Context: an optimization exercise on an open-source flow, tuned for small area. The choices shown serve that exercise and are no tape-out recipe.
Function was checked by simulation only, so behaviour that the tests miss may differ from the original.
No activity file was given, so power comes from the tool's default toggle rates.

## design/flow/constraint.sdc

```tcl
create_clock -name core_clock -period 12.0 [get_ports {clk}]
set_input_delay 2.4000 -clock core_clock [delete_from_list [all_inputs] [get_ports {clk}]]
set_output_delay 2.4000 -clock core_clock [all_outputs]
set_load 0.01 [all_outputs]
```

## design/flow/run.sh

```bash
#!/bin/bash
# synth_recipe.tcl (not shown) runs the flow's synth.tcl, then flattens the netlist and writes it again
# the make line also repeats each setting of config.mk as NAME=value (left out here)
make -C /OpenROAD-flow-scripts/flow DESIGN_CONFIG=/design/flow/config.mk WORK_HOME=/design/flow/orfs CLKGATE_MAP_FILE= SYNTH_SCRIPT=/design/flow/synth_recipe.tcl finish
```

## design/flow/design.v

```verilog
module dshot_frame_enc (
    input  wire [10:0] value,
    input  wire        telem,
    output wire [15:0] frame
);
    wire [11:0] p = {value, telem};
    wire [3:0]  c = p[11:8] ^ p[7:4] ^ p[3:0];
    assign frame = {p, c};
endmodule
module dshot_duty_enc #(
    parameter SEQ_LEN = 17,
    parameter CODE_W  = 16
) (
    input  wire [15:0]               frame,
    input  wire [CODE_W-1:0]         high_code,
    input  wire [CODE_W-1:0]         low_code,
    output wire [SEQ_LEN*CODE_W-1:0] slots       
);
    genvar k;
    generate
        for (k = 0; k < SEQ_LEN; k = k + 1) begin : g_slot
            if (k < 16) begin : g_bit
                assign slots[k*CODE_W +: CODE_W] = frame[15-k] ? high_code : low_code;
            end else begin : g_zero
                assign slots[k*CODE_W +: CODE_W] = {CODE_W{1'b0}};
            end
        end
    endgenerate
endmodule
module dshot_mixer (
    input  wire [15:0] stk_t,
    input  wire [15:0] stk_p,
    input  wire [15:0] stk_r,
    input  wire [15:0] stk_y,
    input  wire        armed,
    output wire [15:0] thr_fl,
    output wire [15:0] thr_fr,
    output wire [15:0] thr_bl,
    output wire [15:0] thr_br
);
    localparam [15:0] NEUTRAL = 16'd1028;
    localparam [16:0] MIN_IDLE = 17'd250;
    localparam [16:0] MAX_THR  = 17'd2047;
    function [16:0] dev_mag;
        input [15:0] s;
        begin
            if (s > NEUTRAL) dev_mag = {1'b0, (s - NEUTRAL)} >> 2;
            else             dev_mag = {1'b0, (NEUTRAL - s)} >> 2;
        end
    endfunction
    function [16:0] subf;
        input [16:0] x;
        input [16:0] d;
        begin
            subf = (x >= d) ? (x - d) : 17'd0;
        end
    endfunction
    function [16:0] apply_axis;
        input [16:0] x;
        input        pos;
        input        neg;
        input [16:0] d;
        input        grp_pos;
        begin
            if (pos)      apply_axis = grp_pos ? (x + d) : subf(x, d);
            else if (neg) apply_axis = grp_pos ? subf(x, d) : (x + d);
            else          apply_axis = x;
        end
    endfunction
    function [15:0] clamp_thr;
        input [16:0] x;
        begin
            if (x < MIN_IDLE)     clamp_thr = MIN_IDLE[15:0];
            else if (x > MAX_THR) clamp_thr = MAX_THR[15:0];
            else                  clamp_thr = x[15:0];
        end
    endfunction
    wire        p_pos = stk_p > NEUTRAL;
    wire        p_neg = stk_p < NEUTRAL;
    wire        r_pos = stk_r > NEUTRAL;
    wire        r_neg = stk_r < NEUTRAL;
    wire        y_pos = stk_y > NEUTRAL;
    wire        y_neg = stk_y < NEUTRAL;
    wire [16:0] d_p = dev_mag(stk_p);
    wire [16:0] d_r = dev_mag(stk_r);
    wire [16:0] d_y = dev_mag(stk_y);
    wire [16:0] seed = {1'b0, stk_t};
    wire [16:0] fl_p = apply_axis(seed, p_pos, p_neg, d_p, 1'b0);
    wire [16:0] fr_p = apply_axis(seed, p_pos, p_neg, d_p, 1'b0);
    wire [16:0] bl_p = apply_axis(seed, p_pos, p_neg, d_p, 1'b1);
    wire [16:0] br_p = apply_axis(seed, p_pos, p_neg, d_p, 1'b1);
    wire [16:0] fl_r = apply_axis(fl_p, r_pos, r_neg, d_r, 1'b0);
    wire [16:0] fr_r = apply_axis(fr_p, r_pos, r_neg, d_r, 1'b1);
    wire [16:0] bl_r = apply_axis(bl_p, r_pos, r_neg, d_r, 1'b0);
    wire [16:0] br_r = apply_axis(br_p, r_pos, r_neg, d_r, 1'b1);
    wire [16:0] fl_y = apply_axis(fl_r, y_pos, y_neg, d_y, 1'b0);
    wire [16:0] fr_y = apply_axis(fr_r, y_pos, y_neg, d_y, 1'b1);
    wire [16:0] bl_y = apply_axis(bl_r, y_pos, y_neg, d_y, 1'b1);
    wire [16:0] br_y = apply_axis(br_r, y_pos, y_neg, d_y, 1'b0);
    assign thr_fl = armed ? clamp_thr(fl_y) : 16'd0;
    assign thr_fr = armed ? clamp_thr(fr_y) : 16'd0;
    assign thr_bl = armed ? clamp_thr(bl_y) : 16'd0;
    assign thr_br = armed ? clamp_thr(br_y) : 16'd0;
endmodule
module dshot_channel #(
    parameter SEQ_LEN = 17,
    parameter CODE_W  = 16
) (
    input  wire                      clk,
    input  wire                      rst,
    input  wire                      init,        
    input  wire [CODE_W-1:0]         init_period,
    input  wire                      start,       
    input  wire [SEQ_LEN*CODE_W-1:0] start_seq,
    output reg                       busy,
    output wire                      pin
);
    reg [CODE_W-1:0] period;
    reg [CODE_W-1:0] ccr;
    reg [CODE_W-1:0] buf_mem [0:SEQ_LEN-1];
    reg [5:0]        idx;
    reg              en;
    reg [CODE_W-1:0] cnt;
    wire period_end = (cnt == period - 1'b1);
    integer k;
    always @(posedge clk) begin
        if (start) begin
            for (k = 0; k < SEQ_LEN; k = k + 1)
                buf_mem[k] <= start_seq[k*CODE_W +: CODE_W];
        end
    end
    always @(posedge clk) begin
        if (init)
            period <= init_period;
    end
    always @(posedge clk) begin
        if (rst || init) begin
            ccr  <= {CODE_W{1'b0}};
            idx  <= 6'd0;
            en   <= 1'b0;
            busy <= 1'b0;
            cnt  <= {CODE_W{1'b0}};
        end else if (start) begin
            ccr  <= start_seq[0 +: CODE_W];
            idx  <= 6'd1;
            en   <= 1'b1;
            busy <= 1'b1;
            cnt  <= {CODE_W{1'b0}};
        end else if (busy) begin
            if (period_end) begin
                cnt <= {CODE_W{1'b0}};
                if (en) begin
                    ccr <= buf_mem[idx[4:0]];
                    idx <= idx + 6'd1;
                    if (idx == SEQ_LEN - 1)
                        en <= 1'b0;
                end else begin
                    busy <= 1'b0;
                end
            end else begin
                cnt <= cnt + 1'b1;
            end
        end
    end
    assign pin = busy && (cnt < ccr);
endmodule
module dshot_core (
    input  wire        clk,
    input  wire        rst,           
    input  wire        cmd_valid,
    input  wire [31:0] cmd_word,
    output wire        cmd_ready,
    output reg         rsp_valid,
    output reg  [2:0]  rsp_code,
    input  wire [15:0] stk_t,
    input  wire [15:0] stk_p,
    input  wire [15:0] stk_r,
    input  wire [15:0] stk_y,
    input  wire        armed,
    output wire [3:0]  pwm,
    output wire [3:0]  busy,
    output reg  [3:0]  rej,
    output reg         inited
);
    localparam SEQ_LEN = 17;
    localparam CODE_W  = 16;
    localparam [2:0] R_OK      = 3'd0;
    localparam [2:0] R_BUSY    = 3'd1;
    localparam [2:0] R_NOINIT  = 3'd2;
    localparam [2:0] R_BADCMD  = 3'd3;
    localparam [2:0] R_BADOP   = 3'd4;
    localparam [2:0] R_REINIT  = 3'd5;
    localparam [3:0] OP_INIT   = 4'h1;
    localparam [3:0] OP_ENCT   = 4'h2;
    localparam [3:0] OP_ENCC   = 4'h3;
    localparam [3:0] OP_DUTY   = 4'h4;
    localparam [3:0] OP_TX     = 4'h5;
    localparam [3:0] OP_WAIT   = 4'h6;
    localparam [3:0] OP_MIX    = 4'h7;
    localparam [3:0] OP_SETTHR = 4'h8;
    localparam [3:0] OP_UPD1   = 4'h9;
    localparam [3:0] OP_CMD1   = 4'hA;
    localparam [3:0] OP_DELAY  = 4'hB;
    reg [1:0]        var_q;
    reg [CODE_W-1:0] high_q;
    reg [CODE_W-1:0] low_q;
    reg [15:0]       thr [0:3];
    reg [15:0]       fr;
    reg [CODE_W-1:0] db [0:SEQ_LEN-1];
    reg              wait_pending;
    reg [1:0]        wait_ch;
    wire        take = cmd_valid && cmd_ready;
    wire [31:0] w    = cmd_word;
    wire [3:0]  op   = w[31:28];
    wire [1:0]  idx  = w[1:0];
    reg legal;
    always @(*) begin
        case (op)
            OP_INIT, OP_TX, OP_WAIT, OP_UPD1: legal = (w[27:2] == 26'd0);
            OP_ENCT, OP_ENCC:                 legal = (w[27:12] == 16'd0);
            OP_DUTY, OP_MIX:                  legal = (w[27:0] == 28'd0);
            OP_SETTHR:                        legal = (w[27:18] == 10'd0);
            OP_CMD1:                          legal = (w[27:14] == 14'd0) && (w[7:2] == 6'd0);
            OP_DELAY:                         legal = (w[27:16] == 12'd0);
            default:                          legal = 1'b0;
        endcase
    end
    function cmd_allowed;
        input [5:0] c;
        begin
            cmd_allowed = (c <= 6'd5) || (c == 6'd12) || (c >= 6'd20 && c <= 6'd33);
        end
    endfunction
    wire [10:0] p_value = w[11:1];
    wire        p_telem = w[0];
    wire [5:0]  k_cmd   = w[13:8];
    wire [1:0]  t_m     = w[17:16];
    wire is_tx_op  = (op == OP_TX) || (op == OP_UPD1) || (op == OP_CMD1);
    wire badcmd    = ((op == OP_ENCC) && (p_value > 11'd47)) ||
                     ((op == OP_CMD1) && !cmd_allowed(k_cmd));
    wire ch_busy   = busy[idx];
    reg [2:0] result;
    always @(*) begin
        if (!legal)                          result = R_BADOP;
        else if (op != OP_INIT && !inited)   result = R_NOINIT;
        else if (op == OP_INIT && inited)    result = R_REINIT;
        else if (badcmd)                     result = R_BADCMD;
        else if (is_tx_op && ch_busy)        result = R_BUSY;
        else                                 result = R_OK;
    end
    wire exec = take && (result == R_OK);
    reg [CODE_W-1:0] lut_period, lut_low, lut_high;
    always @(*) begin
        case (idx)
            2'd0:    begin lut_period = 16'd640; lut_low = 16'd240; lut_high = 16'd480; end
            2'd1:    begin lut_period = 16'd320; lut_low = 16'd120; lut_high = 16'd240; end
            2'd2:    begin lut_period = 16'd160; lut_low = 16'd60;  lut_high = 16'd120; end
            default: begin lut_period = 16'd80;  lut_low = 16'd30;  lut_high = 16'd60;  end
        endcase
    end
    wire do_init = exec && (op == OP_INIT);
    wire [15:0] enc_p_frame;
    dshot_frame_enc u_enc_p (.value(p_value), .telem(p_telem), .frame(enc_p_frame));
    wire [15:0] thr_sel = thr[idx];
    wire [10:0] thr_clamped = (thr_sel > 16'd2047) ? 11'd2047 : thr_sel[10:0];
    wire [15:0] enc_t_frame;
    dshot_frame_enc u_enc_t (.value(thr_clamped), .telem(1'b0), .frame(enc_t_frame));
    wire [15:0] enc_c_frame;
    dshot_frame_enc u_enc_c (.value({5'd0, k_cmd}), .telem(1'b1), .frame(enc_c_frame));
    wire [SEQ_LEN*CODE_W-1:0] fr_slots;
    dshot_duty_enc #(.SEQ_LEN(SEQ_LEN), .CODE_W(CODE_W)) u_duty_fr (
        .frame(fr), .high_code(high_q), .low_code(low_q), .slots(fr_slots));
    wire [SEQ_LEN*CODE_W-1:0] thr_slots;
    dshot_duty_enc #(.SEQ_LEN(SEQ_LEN), .CODE_W(CODE_W)) u_duty_thr (
        .frame(enc_t_frame), .high_code(high_q), .low_code(low_q), .slots(thr_slots));
    wire [SEQ_LEN*CODE_W-1:0] cmd_slots;
    dshot_duty_enc #(.SEQ_LEN(SEQ_LEN), .CODE_W(CODE_W)) u_duty_cmd (
        .frame(enc_c_frame), .high_code(high_q), .low_code(low_q), .slots(cmd_slots));
    wire [SEQ_LEN*CODE_W-1:0] db_flat;
    genvar gk;
    generate
        for (gk = 0; gk < SEQ_LEN; gk = gk + 1) begin : g_db
            assign db_flat[gk*CODE_W +: CODE_W] = db[gk];
        end
    endgenerate
    reg [SEQ_LEN*CODE_W-1:0] tx_seq;
    reg [1:0]                tx_ch;
    always @(*) begin
        case (op)
            OP_TX:   begin tx_seq = db_flat;   tx_ch = idx; end
            OP_UPD1: begin tx_seq = thr_slots; tx_ch = idx; end
            default: begin tx_seq = cmd_slots; tx_ch = idx; end
        endcase
    end
    wire do_tx = exec && is_tx_op;
    wire [15:0] mix_fl, mix_fr, mix_bl, mix_br;
    dshot_mixer u_mixer (
        .stk_t(stk_t), .stk_p(stk_p), .stk_r(stk_r), .stk_y(stk_y), .armed(armed),
        .thr_fl(mix_fl), .thr_fr(mix_fr), .thr_bl(mix_bl), .thr_br(mix_br));
    integer i;
    always @(posedge clk) begin
        if (rst) begin
            inited <= 1'b0;
            fr     <= 16'd0;
            for (i = 0; i < 4; i = i + 1)
                thr[i] <= 16'd0;
            for (i = 0; i < SEQ_LEN; i = i + 1)
                db[i] <= {CODE_W{1'b0}};
        end else if (exec) begin
            case (op)
                OP_INIT: begin
                    inited <= 1'b1;
                    fr     <= 16'd0;
                    for (i = 0; i < 4; i = i + 1)
                        thr[i] <= 16'd0;
                    for (i = 0; i < SEQ_LEN; i = i + 1)
                        db[i] <= {CODE_W{1'b0}};
                end
                OP_ENCT, OP_ENCC: fr <= enc_p_frame;
                OP_DUTY: begin
                    for (i = 0; i < SEQ_LEN; i = i + 1)
                        db[i] <= fr_slots[i*CODE_W +: CODE_W];
                end
                OP_MIX: begin
                    thr[0] <= mix_fl;
                    thr[1] <= mix_fr;
                    thr[2] <= mix_bl;
                    thr[3] <= mix_br;
                end
                OP_SETTHR: thr[t_m] <= w[15:0];
                default: ;
            endcase
        end
    end
    always @(posedge clk) begin
        if (do_init) begin
            var_q  <= idx;
            high_q <= lut_high;
            low_q  <= lut_low;
        end
    end
    always @(posedge clk) begin
        if (rst || do_init)
            rej <= 4'd0;
        else if (take && result == R_BUSY)
            rej[idx] <= 1'b1;
    end
    wire wait_hold = take && (op == OP_WAIT) && (result == R_OK) && ch_busy;
    assign cmd_ready = !wait_pending;
    always @(posedge clk) begin
        if (rst) begin
            wait_pending <= 1'b0;
            wait_ch      <= 2'd0;
            rsp_valid    <= 1'b0;
            rsp_code     <= R_OK;
        end else begin
            rsp_valid <= 1'b0;
            if (take) begin
                rsp_code <= result;
                if (wait_hold) begin
                    wait_pending <= 1'b1;
                    wait_ch      <= idx;
                end else begin
                    rsp_valid <= 1'b1;
                end
            end else if (wait_pending && !busy[wait_ch]) begin
                wait_pending <= 1'b0;
                rsp_valid    <= 1'b1;
            end
        end
    end
    genvar gc;
    generate
        for (gc = 0; gc < 4; gc = gc + 1) begin : g_ch
            dshot_channel #(.SEQ_LEN(SEQ_LEN), .CODE_W(CODE_W)) u_ch (
                .clk         (clk),
                .rst         (rst),
                .init        (do_init),
                .init_period (lut_period),
                .start       (do_tx && (tx_ch == gc)),
                .start_seq   (tx_seq),
                .busy        (busy[gc]),
                .pin         (pwm[gc])
            );
        end
    endgenerate
endmodule
```

## design/flow/config.mk

```make
export PLATFORM = sky130hd
export DESIGN_NAME = dshot_core
export DESIGN_NICKNAME = dshot_core
export VERILOG_FILES = /design/flow/design.v
export SDC_FILE = /design/flow/constraint.sdc
export NUM_CORES = 4
export LEC_CHECK = 0
export CAP_MARGIN = 20
export CORE_MARGIN = 2
export CORE_UTILIZATION = 40
export SLEW_MARGIN = 20
```

==> flow_summary.ini <==
[synthesis]
synth_ff_type = edfxtp_1
ys_warn_count = 5
synth_simple_gate_area_share_pct = 16.8
synth-compound-area-share_pct = 21.5
synth_area_leaders = edfxtp_1, dfxtp_1, ha_1
synthMuxAreaShare_pct = 2.42
yosys.area_share.xor_xnor_pct = 4.54
yosysTopAreaCell = edfxtp_1
yosysTopAreaCellShare_pct = 32.9
synth_edf_count = 586
synth-seq-area-share_pct = 43.6
avgSynthCellArea_um2 = 9.21
syn_nets = 6172
synth.cell_area_um2 = 53500
synth_cells = 5802
synth_top_family_by_area = compound AO/OA/AOI/OAI gates
yosys_register_bits = 870
ys_types = 108
synthArstFlopShare_pct = 0
synthAdderAreaFrac_pct = 6.52

[cts]
cts_buffers = 90
cts_max_level = 3
cts_tree = done
cts_num_sinks = 870
path_clk_slew_ps = 70
cts-root-buf = clkbuf_16
ctsHoldBuffers = 0
clk_latency_ps = 690
cts_buffer_depth = 3

[cells_and_area]
final_util_pct = 48.9
area_delta_synth_final_pct = 21.8
final_nets = 6835
fin_cells = 8315
drive_gt1_share_pct = 18.0

[pwr]
p_comb_share_pct = 52.5
pwr-share-seq_pct = 25.7
p_sw_mw = 4.70
pwr_density_cell_nw_per_um2 = 191
peakVddDrop_mv = 0.173
power.leakage_nw = 24.5
p_clk_share_pct = 21.8
intPower_mw = 7.76
switching_share_pct = 37.7

[routing]
remaining_drc_errors = 0
dr.pass1.iters = 8
vias_per_cell = 6.09
drt_iter0_drc = 6819
totalWireLength_mm = 222
postRouteAntennaNets = 0
vias = 50600
drt-wirelength-per-cell_um = 26.7

[setup_path]
cp.arrival_ps = 12030
crit_slowest_cell = or4_4
slowest_delay_ps = 570
crit-reg2reg-launch = g_ch[1].u_ch.busy$_SDFF_PP0_
cp.required_ps = 12380
path_max_fanout = 9
r2r_end = g_ch[2].u_ch.buf_mem[13][3]$_DFFE_PP_
path_common_cell = buf_4
cp-end-kind = flop
critPathLaunchType = primary input
rr_worst_depth = 12
crit_type = in2reg
reg2reg_setup_slack_ps = 6340

[global_routing]
grt-ovfl-total = 0
grt_pass1_wl_mm = 319
grt_pass1_vias = 47400
grt_max_degree = 113
antenna_found_initial = 13
grt_use_total_pct = 31.4

[sta]
tightest_slew_ps = 1250
finalHoldViolCount = 0
layout_setup_ws_ps = 353
finalMaxSlewViolations = 0
clock-skew-final_ps = 40.2
fmax_mhz = 85.9
slew_headroom_pct = 16.0
period_share_pct = 97.1
fin_crit_ps = 11650
setup_viol = 0

[run_status]
status = timing/DRC/antenna clean

[floorplan]
rows = 134
initial_core_util_pct = 40.2
core_um2 = 133000
die-area_um2 = 137000
fp.dieW_um = 370
num_io_pins = 118
fp.dieH_um = 370

[place]
placed_cells = 8133
dp_worst_setup_slack_ps = -611
port_buffers = 117
gp_congestion = 0.989
hpwl_mm = 165

[min_path]
hp-start = db[8][8]$_SDFFE_PP0P_
worstHoldPathType = reg2reg
hold_depth = 2
holdPathEnd = db[8][8]$_SDFFE_PP0P_

[flow_run]
drv_cap = 0
layout make-up:
type	instances	area (µm²)
fillers	12600	68000
multi-input cells	4299	28400
flip-flops and latches	870	23300
repair buffers	957	7510
clock buffers	123	2440
well taps	1768	2210
inverters	247	945
clock inverters	45	377
diodes	6	15.0
sequential cells by signal, summed over array words and instances (netlist names), 16 cells and up:
name	count
g_ch.u_ch.buf_mem	512
db	128
g_ch.u_ch.cnt	64
thr	64
g_ch.u_ch.ccr	32
g_ch.u_ch.idx	24
fr	16
worst max-delay path by stage:
stage,cells past startpoint,endpoint,start
floorplan,48,thr[2][7]$_DFFE_PP_,stk_p[5]
detailed placement,46,thr[1][3]$_DFFE_PP_,stk_p[3]
CTS,41,thr[2][5]$_DFFE_PP_,stk_p[3]
global placement,41,thr[2][3]$_DFFE_PP_,stk_p[2]
finish,48,thr[3][2]$_SDFFCE_PN0P_,stk_p[6]
global route,46,thr[1][3]$_DFFE_PP_,stk_p[6]
cell usage after synthesis (30+ instances only):
cell type / instances
nor3_1: 181
a211oi_1: 59
o21ai_0: 283
or3_1: 35
edfxtp_1: 586
o211ai_1: 41
nand3_1: 154
ha_1: 256
a222oi_1: 49
xor2_1: 95
and2_1: 49
nor2b_1: 51
a221oi_1: 61
nor2_1: 673
a21o_1: 48
xnor2_1: 182
nand4_1: 75
dfxtp_1: 284
mux2i_1: 90
nand2b_1: 63
a22o_1: 67
nand2_1: 456
and3_1: 54
o21bai_1: 32
nor4_1: 40
clkbuf_1: 329
o22ai_1: 30
a21oi_1: 497
a31oi_1: 49
inv_1: 246
a22oi_1: 189
layout by cell type (no fill, tap or decap), types with 28 or more instances in the layout:
master / netlist / final
a211oi_1: 59 / 55
a21o_1: 48 / 48
a21oi_1: 497 / 481
a221oi_1: 61 / 51
a222oi_1: 49 / 49
a22o_1: 67 / 66
a22oi_1: 189 / 188
a31oi_1: 49 / 43
and2_1: 49 / 47
and3_1: 54 / 54
buf_4: 9 / 837
clkbuf_16: 0 / 90
clkdlybuf4s50_1: 0 / 116
dfxtp_1: 284 / 284
edfxtp_1: 586 / 586
ha_1: 256 / 252
inv_1: 246 / 243
mux2i_1: 90 / 89
nand2_1: 456 / 454
nand2b_1: 63 / 61
nand3_1: 154 / 154
nand4_1: 75 / 75
nor2_1: 673 / 650
nor2b_1: 51 / 48
nor3_1: 181 / 176
nor4_1: 40 / 34
o211ai_1: 41 / 41
o21ai_0: 283 / 264
o21ai_1: 17 / 30
o21bai_1: 32 / 31
o22ai_1: 30 / 28
or3_1: 35 / 34
xnor2_1: 182 / 177
xor2_1: 95 / 93
critical path: cells and delay by family:
kind / cells / cell delay, ps
AOI/OAI and AO/OA: 18 / 3390
and+or+nand+nor: 14 / 2780
buffers and inverters: 11 / 1890
adders and majority gates: 4 / 1280
xor gates and xnor gates: 1 / 280
timing repair:
item | 4_1_cts | 5_1_grt
setup endpoints to repair | 1 | 44
buffers inserted | 0 | 7
pin swaps | 0 | 18
resized for setup | 1 | 105
power by group through the flow:
stage | clock network, mW | logic [mW] | registers, mW
CTS | 2.73 | 6.26 | 3.20
finish | 2.71 | 6.54 | 3.20
detailed placement | 0 | 6.22 | 3.27
global route | 2.84 | 6.99 | 3.20
floorplan | 0 | 3.12 | 3.26
global placement | 0 | 6.22 | 3.27
stage by stage:
step / total power, mW / setup TNS, ps / cell area (µm²) / hold WS (ps)
floorplan: 6.38 / 0 / 53500 / 432
global placement: 9.49 / -15400 / 61800 / 438
detailed placement: 9.48 / -21460 / 61800 / 444
CTS: 12.2 / 0 / 64600 / 454
global route: 13.0 / -592 / 65100 / 467
finish: 12.5 / 0 / 65100 / 451
routing by layer:
layer | GRT usage (%) | share of wire [%] | up-vias
li1 | - | - | 22800
met1 | 42.5 | 41 | 24500
met2 | 48.5 | 44 | 2756
met3 | 5.53 | 9.7 | 474
met4 | 15.4 | 5.5 | 4
met5 | 0 | 0.012 | -
cells by family (layout without fill, tap and decap cells):
kind of cell | Yosys count | count (layout)
AND/OR/NAND/NOR | 1928 | 1928
buffers and inverters | 633 | 1372
multiplexers | 112 | 112
XOR/XNOR | 277 | 277
flip-flops | 870 | 870
AO/OA/AOI/OAI | 1712 | 1712
adder cells (fa/ha/maj) | 270 | 270
other | 0 | 6

-- static timing again, ports no longer ideal --
In the flow no input, the clock included, has a driving cell. The finished layout below was timed again as built, in two steps.
Step 1 assumes that a clkbuf_16 drives the clock port and a buf_2 every other input.
Step 2 times the ports against the registers' clock, not the clock port: input delays grow and output delays shrink by t, the midpoint of the rising clock arrivals with the driver on.
Slacks: ideal ports / drivers / drivers and shift; pairs: ideal ports / drivers.
t (ns): 0.744
slack for setup (ns): 0.353 / 0.406 / -0.338
latest minus earliest clock arrival (ns): 0.040 / 0.040
Met with ideal ports but missed after step 2: setup timing in this run. For this run, drivers alone change the setup slack by +0.053 ns; drivers and shift together by -0.691 ns.
